From an optimization exercise on the open Yosys and OpenROAD flow, aimed at small area, a short achievable clock period and few clock cycles; shortcuts taken in it are not production practice. In this exercise RTL edits were held to simulation tests only and were not proved equivalent to the original. Power and IR drop assume default switching activity.

==> flow/design.v <==
module pscb (
    input  wire        clk,
    input  wire        rst,           
    input  wire        req_valid,
    output wire        req_ready,
    input  wire        req_write,
    input  wire [2:0]  req_addr,      
    input  wire [31:0] req_wdata,
    output reg         rsp_valid,
    output reg  [31:0] rsp_rdata,
    output reg         pk_valid,
    output reg  [7:0]  pk_data,
    output reg         up_valid,
    output reg  [7:0]  up_data
);
    localparam [11:0] BUF_BITS = 12'd2048;    
    localparam [1:0] MODE_IDLE   = 2'd0;
    localparam [1:0] MODE_WRITER = 2'd1;
    localparam [1:0] MODE_READER = 2'd2;
    localparam [3:0] F_NONE        = 4'd0;
    localparam [3:0] F_ILLEGAL_CMD = 4'd1;
    localparam [3:0] F_BS_MODE     = 4'd2;
    localparam [3:0] F_BS_OOB      = 4'd3;
    localparam [3:0] F_BS_OVERFLOW = 4'd4;
    localparam [3:0] F_UP_DOMAIN   = 4'd5;
    localparam [7:0] OP_PKPUSH  = 8'h10;
    localparam [7:0] OP_PKFLUSH = 8'h11;
    localparam [7:0] OP_UPPUSH  = 8'h12;
    localparam [7:0] OP_UPEND   = 8'h13;
    localparam [7:0] OP_WROPEN  = 8'h20;
    localparam [7:0] OP_RDOPEN  = 8'h21;
    localparam [7:0] OP_RD      = 8'h24;
    localparam [7:0] OP_WR      = 8'h25;
    localparam [7:0] OP_SKIP    = 8'h26;
    localparam [7:0] OP_ALIGN   = 8'h27;
    localparam [7:0] OP_BIASD   = 8'h30;
    localparam [7:0] OP_BIASE   = 8'h31;
    localparam [7:0] OP_ENUMD   = 8'h32;
    localparam [7:0] OP_ENUME   = 8'h33;
    localparam [1:0] S_IDLE = 2'd0;    
    localparam [1:0] S_RD   = 2'd1;    
    localparam [1:0] S_WR   = 2'd2;    
    localparam [1:0] S_PK   = 2'd3;    
    reg [1:0]  state;
    reg [31:0] acc;
    reg [0:2047] bits;          
    reg [8:0]  len;             
    reg [11:0] off;             
    reg [1:0]  mode;
    reg [3:0]  fault;
    reg [7:0]  pk_buf [0:6];
    reg [2:0]  pk_k;            
    reg [6:0]  up_msb;
    reg [2:0]  up_j;
    reg [5:0]  cnt;             
    reg [2:0]  em_k;            
    reg [2:0]  em_i;            
    wire        halted = (fault != F_NONE);
    wire        accept = req_valid && req_ready;
    wire [7:0]  op     = req_wdata[15:8];
    wire [7:0]  arg    = req_wdata[7:0];
    wire        hi_set = (req_wdata[31:16] != 16'd0);
    wire [12:0] off_plus_n = {1'b0, off} + {5'd0, arg};
    wire [12:0] len_bits   = {1'b0, len, 3'b000};
    wire        past_len   = (off_plus_n > len_bits);
    wire        past_cap   = (off_plus_n > {1'b0, BUF_BITS});
    reg illegal;
    always @(*) begin
        case (op)
            OP_PKPUSH, OP_UPPUSH, OP_SKIP:                     illegal = 1'b0;
            OP_PKFLUSH, OP_UPEND, OP_WROPEN, OP_RDOPEN,
            OP_ALIGN, OP_BIASD, OP_BIASE:                      illegal = (arg != 8'd0);
            OP_RD, OP_WR:                                      illegal = (arg > 8'd32);
            OP_ENUMD, OP_ENUME:                                illegal = (arg > 8'd9);
            default:                                           illegal = 1'b1;
        endcase
        if (hi_set)
            illegal = 1'b1;
    end
    reg [3:0] cmd_fault;
    always @(*) begin
        cmd_fault = F_NONE;
        if (illegal)
            cmd_fault = F_ILLEGAL_CMD;
        else begin
            case (op)
                OP_RDOPEN, OP_ALIGN:
                    if (mode == MODE_IDLE) cmd_fault = F_BS_MODE;
                OP_RD:
                    if (mode != MODE_READER) cmd_fault = F_BS_MODE;
                    else if (past_len)       cmd_fault = F_BS_OOB;
                OP_WR:
                    if (mode != MODE_WRITER) cmd_fault = F_BS_MODE;
                    else if (past_cap)       cmd_fault = F_BS_OVERFLOW;
                OP_SKIP:
                    if (mode == MODE_IDLE)                      cmd_fault = F_BS_MODE;
                    else if (mode == MODE_READER && past_len)   cmd_fault = F_BS_OOB;
                    else if (mode == MODE_WRITER && past_cap)   cmd_fault = F_BS_OVERFLOW;
                OP_UPPUSH:
                    if (arg[7]) cmd_fault = F_UP_DOMAIN;
                default: ;
            endcase
        end
    end
    wire [31:0] biasd_val = acc - 32'd64;
    reg [31:0] biase_val;
    always @(*) begin
        if ($signed(acc) < -32'sd64)
            biase_val = 32'd0;
        else if ($signed(acc) > 32'sd63)
            biase_val = 32'd127;
        else
            biase_val = acc + 32'd64;
    end
    reg [3:0] enum_size;
    always @(*) begin
        case (arg[3:0])
            4'd0: enum_size = 4'd3;    
            4'd1: enum_size = 4'd3;    
            4'd2: enum_size = 4'd8;    
            4'd3: enum_size = 4'd3;    
            4'd4: enum_size = 4'd4;    
            4'd5: enum_size = 4'd4;    
            4'd6: enum_size = 4'd4;    
            4'd7: enum_size = 4'd6;    
            4'd8: enum_size = 4'd8;    
            default: enum_size = 4'd8;  
        endcase
    end
    wire [31:0] enum_val = (acc < {28'd0, enum_size}) ? acc : 32'd0;    
    wire [11:0] wr_bytes = (off + 12'd7) >> 3;    
    reg [31:0] rd_val;
    always @(*) begin
        case (req_addr)
            3'd1: rd_val = acc;
            3'd2: rd_val = {24'd0, fault, 2'b00, mode};
            3'd3: rd_val = {20'd0, off};
            3'd4: rd_val = (mode == MODE_READER) ? {23'd0, len} :
                           (mode == MODE_WRITER) ? {20'd0, wr_bytes} : 32'd0;
            3'd5: rd_val = {17'd0, up_msb, 1'b0, up_j, 1'b0, pk_k};
            default: rd_val = 32'd0;
        endcase
    end
    reg [6:0] msb_byte;
    integer i;
    always @(*) begin
        for (i = 0; i < 7; i = i + 1)
            msb_byte[i] = (i < em_k) ? pk_buf[i][7] : 1'b0;
    end
    wire [7:0] em_byte = (em_i == 3'd0) ? {1'b0, msb_byte} : {1'b0, pk_buf[em_i - 3'd1][6:0]};
    assign req_ready = (state == S_IDLE);
    always @(posedge clk) begin
        if (!rst) begin
            if (state == S_IDLE && accept && req_write && req_addr == 3'd0 &&
                !halted && cmd_fault == F_NONE && op == OP_WROPEN)
                bits <= {2048{1'b0}};
            else if (state == S_WR)
                bits[off[10:0]] <= acc[cnt - 6'd1];
        end
    end
    always @(posedge clk) begin
        if (!rst && state == S_IDLE && accept && req_write && req_addr == 3'd0 &&
            !halted && cmd_fault == F_NONE) begin
            if (op == OP_PKPUSH)
                pk_buf[pk_k] <= arg;
        end
    end
    always @(posedge clk) begin
        if (rst) begin
            state     <= S_IDLE;
            acc       <= 32'd0;
            len       <= 9'd0;
            off       <= 12'd0;
            mode      <= MODE_IDLE;
            fault     <= F_NONE;
            pk_k      <= 3'd0;
            up_msb    <= 7'd0;
            up_j      <= 3'd0;
            cnt       <= 6'd0;
            em_k      <= 3'd0;
            em_i      <= 3'd0;
            rsp_valid <= 1'b0;
            rsp_rdata <= 32'd0;
            pk_valid  <= 1'b0;
            pk_data   <= 8'd0;
            up_valid  <= 1'b0;
            up_data   <= 8'd0;
        end else begin
            rsp_valid <= 1'b0;
            pk_valid  <= 1'b0;
            up_valid  <= 1'b0;
            case (state)
            S_IDLE: begin
                if (accept && !req_write) begin
                    rsp_valid <= 1'b1;
                    rsp_rdata <= rd_val;
                end else if (accept && req_write && !halted) begin
                    if (req_addr == 3'd1)
                        acc <= req_wdata;
                    else if (req_addr == 3'd0) begin
                        if (cmd_fault != F_NONE)
                            fault <= cmd_fault;
                        else begin
                            case (op)
                            OP_PKPUSH: begin
                                if (pk_k == 3'd6) begin
                                    em_k  <= 3'd7;
                                    em_i  <= 3'd0;
                                    state <= S_PK;
                                end else
                                    pk_k <= pk_k + 3'd1;
                            end
                            OP_PKFLUSH: begin
                                if (pk_k != 3'd0) begin
                                    em_k  <= pk_k;
                                    em_i  <= 3'd0;
                                    state <= S_PK;
                                end
                            end
                            OP_UPPUSH: begin
                                if (up_j == 3'd0) begin
                                    up_msb <= arg[6:0];
                                    up_j   <= 3'd1;
                                end else begin
                                    up_valid <= 1'b1;
                                    up_data  <= {up_msb[up_j - 3'd1], arg[6:0]};
                                    up_j     <= up_j + 3'd1;    
                                end
                            end
                            OP_UPEND:
                                up_j <= 3'd0;
                            OP_WROPEN: begin
                                len  <= 9'd0;
                                off  <= 12'd0;
                                mode <= MODE_WRITER;
                            end
                            OP_RDOPEN: begin
                                if (mode == MODE_WRITER)
                                    len <= wr_bytes[8:0];
                                off  <= 12'd0;
                                mode <= MODE_READER;
                            end
                            OP_RD: begin
                                acc <= 32'd0;
                                if (arg != 8'd0) begin
                                    cnt   <= arg[5:0];
                                    state <= S_RD;
                                end
                            end
                            OP_WR: begin
                                if (arg != 8'd0) begin
                                    cnt   <= arg[5:0];
                                    state <= S_WR;
                                end
                            end
                            OP_SKIP:
                                off <= off_plus_n[11:0];
                            OP_ALIGN:
                                off <= (off + 12'd7) & ~12'd7;
                            OP_BIASD:
                                acc <= biasd_val;
                            OP_BIASE:
                                acc <= biase_val;
                            OP_ENUMD, OP_ENUME:
                                acc <= enum_val;
                            default: ;
                            endcase
                        end
                    end
                end
            end
            S_RD: begin
                acc   <= {acc[30:0], bits[off[10:0]]};
                off   <= off + 12'd1;
                cnt   <= cnt - 6'd1;
                if (cnt == 6'd1)
                    state <= S_IDLE;
            end
            S_WR: begin
                off   <= off + 12'd1;
                cnt   <= cnt - 6'd1;
                if (cnt == 6'd1)
                    state <= S_IDLE;
            end
            S_PK: begin
                pk_valid <= 1'b1;
                pk_data  <= em_byte;
                em_i     <= em_i + 3'd1;
                if (em_i == em_k) begin
                    pk_k  <= 3'd0;
                    state <= S_IDLE;
                end
            end
            endcase
        end
    end
endmodule
==> flow/run.sh <==
#!/bin/bash
# synth_recipe.tcl (not shown) runs the flow's synth.tcl, then flattens the netlist and writes it again
# the make line also repeats each setting of config.mk as NAME=value (left out here)
make -C /OpenROAD-flow-scripts/flow DESIGN_CONFIG=/design/flow/config.mk WORK_HOME=/design/flow/orfs CLKGATE_MAP_FILE= SYNTH_SCRIPT=/design/flow/synth_recipe.tcl finish
==> flow/config.mk <==
export PLATFORM = sky130hd
export DESIGN_NAME = pscb
export DESIGN_NICKNAME = pscb
export VERILOG_FILES = /design/flow/design.v
export SDC_FILE = /design/flow/constraint.sdc
export NUM_CORES = 4
export LEC_CHECK = 0
export CAP_MARGIN = 20
export CORE_MARGIN = 2
export CORE_UTILIZATION = 40
export SLEW_MARGIN = 20
==> flow/constraint.sdc <==
create_clock -name core_clock -period 8.0 [get_ports {clk}]
set_input_delay 1.6000 -clock core_clock [delete_from_list [all_inputs] [get_ports {clk}]]
set_output_delay 1.6000 -clock core_clock [all_outputs]
set_load 0.01 [all_outputs]
==> results.txt <==
-- synthesized netlist by cell type, types with 40 or more instances --
library cell,instances,area (µm²)
sky130_fd_sc_hd__buf_1,127,477
sky130_fd_sc_hd__nand4_1,439,2750
sky130_fd_sc_hd__edfxtp_1,2111,63400
sky130_fd_sc_hd__a21oi_1,1476,7390
sky130_fd_sc_hd__clkbuf_1,1398,5250
sky130_fd_sc_hd__nor2b_1,40,250
sky130_fd_sc_hd__nand2_1,1174,4410
sky130_fd_sc_hd__mux4_2,537,12100
sky130_fd_sc_hd__ha_1,40,500
sky130_fd_sc_hd__nor2_1,2507,9410
sky130_fd_sc_hd__mux2i_1,226,2260
sky130_fd_sc_hd__nand3_1,71,355
sky130_fd_sc_hd__nor3_1,1501,7510
sky130_fd_sc_hd__buf_2,92,460
sky130_fd_sc_hd__a221oi_1,43,377
sky130_fd_sc_hd__a22oi_1,76,571
sky130_fd_sc_hd__dfxtp_1,135,2700
sky130_fd_sc_hd__o21ai_0,1374,6880
sky130_fd_sc_hd__inv_1,51,191
-- worst max-delay path, delay by kind of cell --
family                     cells  cell delay (ns)
AOI/OAI and AO/OA              5             1.09
xor gates and xnor gates       1             0.16
adders and majority gates      3             0.85
buffers and inverters          5             1.81
and+or+nand+nor                7             1.41
-- power breakdown --
group,switching (mW),internal [mW]
sequential,0.00238,12.7
combinational,0.0910,0.0473
clock,5.14,6.74
total,5.23,19.4
-- per-layer routing --
layer	up-vias	track usage	routed length, µm
li1	49300	-	-
met1	54700	0.385	187000
met2	6994	0.418	212000
met3	1103	0.0543	55700
met4	12	0.123	23300
met5	-	0	78
-- area by class of cell --
| cell class | instances | area share |
|---|---|---|
| diodes | 11 | 0.000191 |
| clock buffers | 345 | 0.0505 |
| clock inverters | 109 | 0.00547 |
| inverters | 54 | 0.00142 |
| multi-input cells | 10000 | 0.415 |
| flip-flops and latches | 2246 | 0.458 |
| well taps | 4346 | 0.0377 |
| repair buffers | 473 | 0.0321 |
-- flip-flops by register name (all words and copies together), names as in the netlist --
signal	count
bits	2048
pk_buf	63
acc	32
rsp_rdata	32
off	12
len	9
up_data	8
pk_data	7
up_msb	7
cnt	6
em_i	3
em_k	3
fault	3
pk_k	3
up_j	3
mode	2
state	2
pk_valid	1
rsp_valid	1
up_valid	1
-- placed cells by master, fill, tap and decap left out, types with 127 or more instances in the layout --
master	count
sky130_fd_sc_hd__a21oi_1	1472
sky130_fd_sc_hd__mux4_2	537
sky130_fd_sc_hd__clkbuf_16	280
sky130_fd_sc_hd__buf_4	315
sky130_fd_sc_hd__dfxtp_1	127
sky130_fd_sc_hd__mux2i_1	226
sky130_fd_sc_hd__nand4_1	439
sky130_fd_sc_hd__nor3_1	1490
sky130_fd_sc_hd__o21ai_0	1372
sky130_fd_sc_hd__nand2_1	1089
sky130_fd_sc_hd__edfxtp_1	2111
sky130_fd_sc_hd__nor2_1	2474
-- how the worst min path moves through the flow --
stage,end,slack (ns),cells past startpoint
final,cnt[1],0.46,2
after global routing,pk_data[2],0.49,2
after CTS,cnt[1],0.47,2
after detailed placement,cnt[1],0.46,2
after global placement,cnt[1],0.46,2
after floorplan,cnt[1],0.44,2
-- logic make-up (layout without fill, tap and decap cells) --
| kind of cell | Yosys count | after routing | synth area share |
|---|---|---|---|
| adders and majority gates | 41 | 41 | 0.00395 |
| DFF | 2246 | 2246 | 0.502 |
| buffers and inverters | 1703 | 981 | 0.0505 |
| and+or+nand+nor | 5889 | 5889 | 0.196 |
| xor gates and xnor gates | 44 | 44 | 0.00293 |
| other | 1 | 12 | 0.0000285 |
| AOI/OAI and AO/OA | 3249 | 3249 | 0.133 |
| muxes | 793 | 793 | 0.112 |
-- through the flow --
step	hold WS (ns)	power [mW]	worst slack (ns)
final	0.463	24.7	1.38
after detailed placement	0.460	13.0	0.682
after global placement	0.460	13.0	0.687
after CTS	0.468	24.7	1.58
after floorplan	0.445	13.0	-27.55
after global routing	0.486	25.2	1.25
==> run_results.csv <==
group,metric,value,unit
status,status,"timing/DRC/antenna clean",
cts,cts_hold_repair.buffers,0,
cells_and_area,stdcell_count,17600,
grt,grt-ovfl-total,0,
worst_setup_path,worst_path_required_time,8.57,ns
worst_setup_path,worst-setup-path-type,"in2reg",
cells_and_area,post_synthesis_to_final_layout_area_growth,9.65,%
cts,clkSlewWorstSetupHoldPaths,0.06,ns
timing,worst_relative_slew_slack,0.161,
cts,tritoncts,"built",
timing,min_period,6.62,ns
timing,unrepaired_setup_endpoints_after_global_routing,"no",
floorplan,core.rowCount,210,
cells_and_area,post_route_cells_drive_above_1_share,0.114,
timing,report.final.hold_viol_count,0,
power,vdd.ir_drop.worst,153,µV
cells_and_area,multi_input_comb_area,59900,µm²
timing,worst_pin_slew,1.25,ns
synth,synth-seq-area-share,0.502,
synth,synth.ff_latch_count,2246,
worst_setup_path,reg2reg_to,"bits[1008]",
synth,netlist_area,132000,µm²
routing,drc,0,
cts,htree_num_levels,5,
timing,timing.setup.tns,0,ns
worst_setup_path,cp_slowest_cell,"sky130_fd_sc_hd__clkdlybuf4s50_1",
cells_and_area,total_nets_final,13100,
floorplan,die-height,578,µm
timing,fin_skew,0.0500,ns
worst_setup_path,cp_cell_sequence,"clkdlybuf4s50_1 -> ha_4 -> inv_2 -> fa_2 -> and2b_1 -> o211ai_2 -> a21o_1 -> a21oi_2 -> xnor2_1 -> ha_1 -> and3_1 -> nor2b_4 -> nor3_1 -> a211oi_1 -> o211ai_1 -> nand3_1 -> nor3_4 -> buf_4 -> buf_12 -> buf_12 -> nor3_1",
cells_and_area,seqCellArea,66100,µm²
cells_and_area,post-route-cell-area,144000,µm²
routing,number_of_drc_markers_after_the_initial_detailed_route_iteration,19000,
worst_setup_path,r2r-start,"off[1]",
routing,detail-route-antenna-nets,0,
synth,synthesis.area_per_instance,9.43,µm²
cells_and_area,layout.filler_cells,31000,
worst_setup_path,reg2reg_slack,2.01,ns
cells_and_area,layout.core_utilization,0.441,
place,number_of_port_buffers,89,
grt,antenna_found_initial,16,
worst_setup_path,critical_path.max_stage_delay,0.66,ns
floorplan,chipWidth,578,µm
worst_setup_path,worstSetupStartpointType,"primary input",
worst_setup_path,timing.critical_path.arrival,7.19,ns
grt,via_count_of_the_first_global_routing_pass,104000,
synth,yosysUniqueCellTypes,102,
timing,final_setup_violations,0,
worst_setup_path,worstRegToRegCells,19,
place,hpwlAfterDp,272,mm
cts,clock_insertion_delay_at_the_later_pin_of_the_skew_report,0.89,ns
synth,synthesis.instances,14000,
timing,drv_slew,0,
synth,synth-edff-count,2111,
grt,grt_pass1_wl,707,mm
place,place_congestion,0.923,
floorplan,design.core.area,327000,µm²
cts,cts_root_buf,"sky130_fd_sc_hd__clkbuf_16",
floorplan,floorplan.die_area,334000,µm²
place,placed_cells,17100,
routing,routedWlPerCell,27.2,µm
place,dpl_cell_area,136000,µm²
worst_setup_path,worstPathMaxFanout,127,
cts,ctsLongestPathBuffers,4,
flow_run,maximum_capacitance_violations,0,
synth,synth-main-ff-cell,"sky130_fd_sc_hd__edfxtp_1",
cts,cts_repair_resize_count,0,
synth,synth.yosys.warnings,1,
grt,gr-usage-all-layers,0.277,
routing,num_vias,112000,
cts,post_cts.repair.setup_buffers,0,
power,powerDensity,171,nW/µm²
cts,cts-buffers-inserted,268,
routing,drt_first_pass_iters,9,
timing,max_clock_freq,151,MHz
routing,drt-total-wl,478,mm
timing,final.period_utilization,0.828,
synth,mappedNetlistNets,14000,
min_path,hold_startpoint,"cnt[1]",
grt,grt_max_degree,209,
worst_setup_path,cp-end-kind,"register",
floorplan,initial_util,0.402,
worst_setup_path,cp-endpoint,"bits[1008]",
power,cellLeakagePower,32.6,nW
worst_setup_path,startpoint,"req_wdata[0]",
floorplan,pin_count,91,
synth,ys_async_sr_fraction,0,
cts,clock_sinks,2246,
min_path,worst_hold_path_type,"reg2reg",
routing,vias_per_cell,6.37,
Testbench counts, summed over its fixed seeds: cycles 177,067.

-- separate check: timing with driven ports --
The results above use ideal ports. As a check the final layout listed here was re-extracted and re-timed, cells and wires unchanged. Step 1: set_driving_cell puts a clkbuf_16 on clk and a buf_2 on each other input, an assumption about the parent block. Step 2 times the ports against the registers' clock, not the clock port: input delays grow and output delays shrink by t, the midpoint of the rising clock arrivals with the driver on. Slacks: ideal ports / drivers / drivers and shift; pairs: ideal ports / drivers.
t (ns): 0.976
setup slack, ns: 1.377 / 1.457 / 0.481
hold WS [ns]: 0.463 / 0.463 / 0.463
latest minus earliest clock arrival (ns): 0.050 / 0.050
worst register clock-pin slew, ns: 0.07 / 0.07
After both steps setup and hold are still met in this run. The setup slack of this run moves by +0.080 ns with the drivers and by -0.896 ns with both steps.
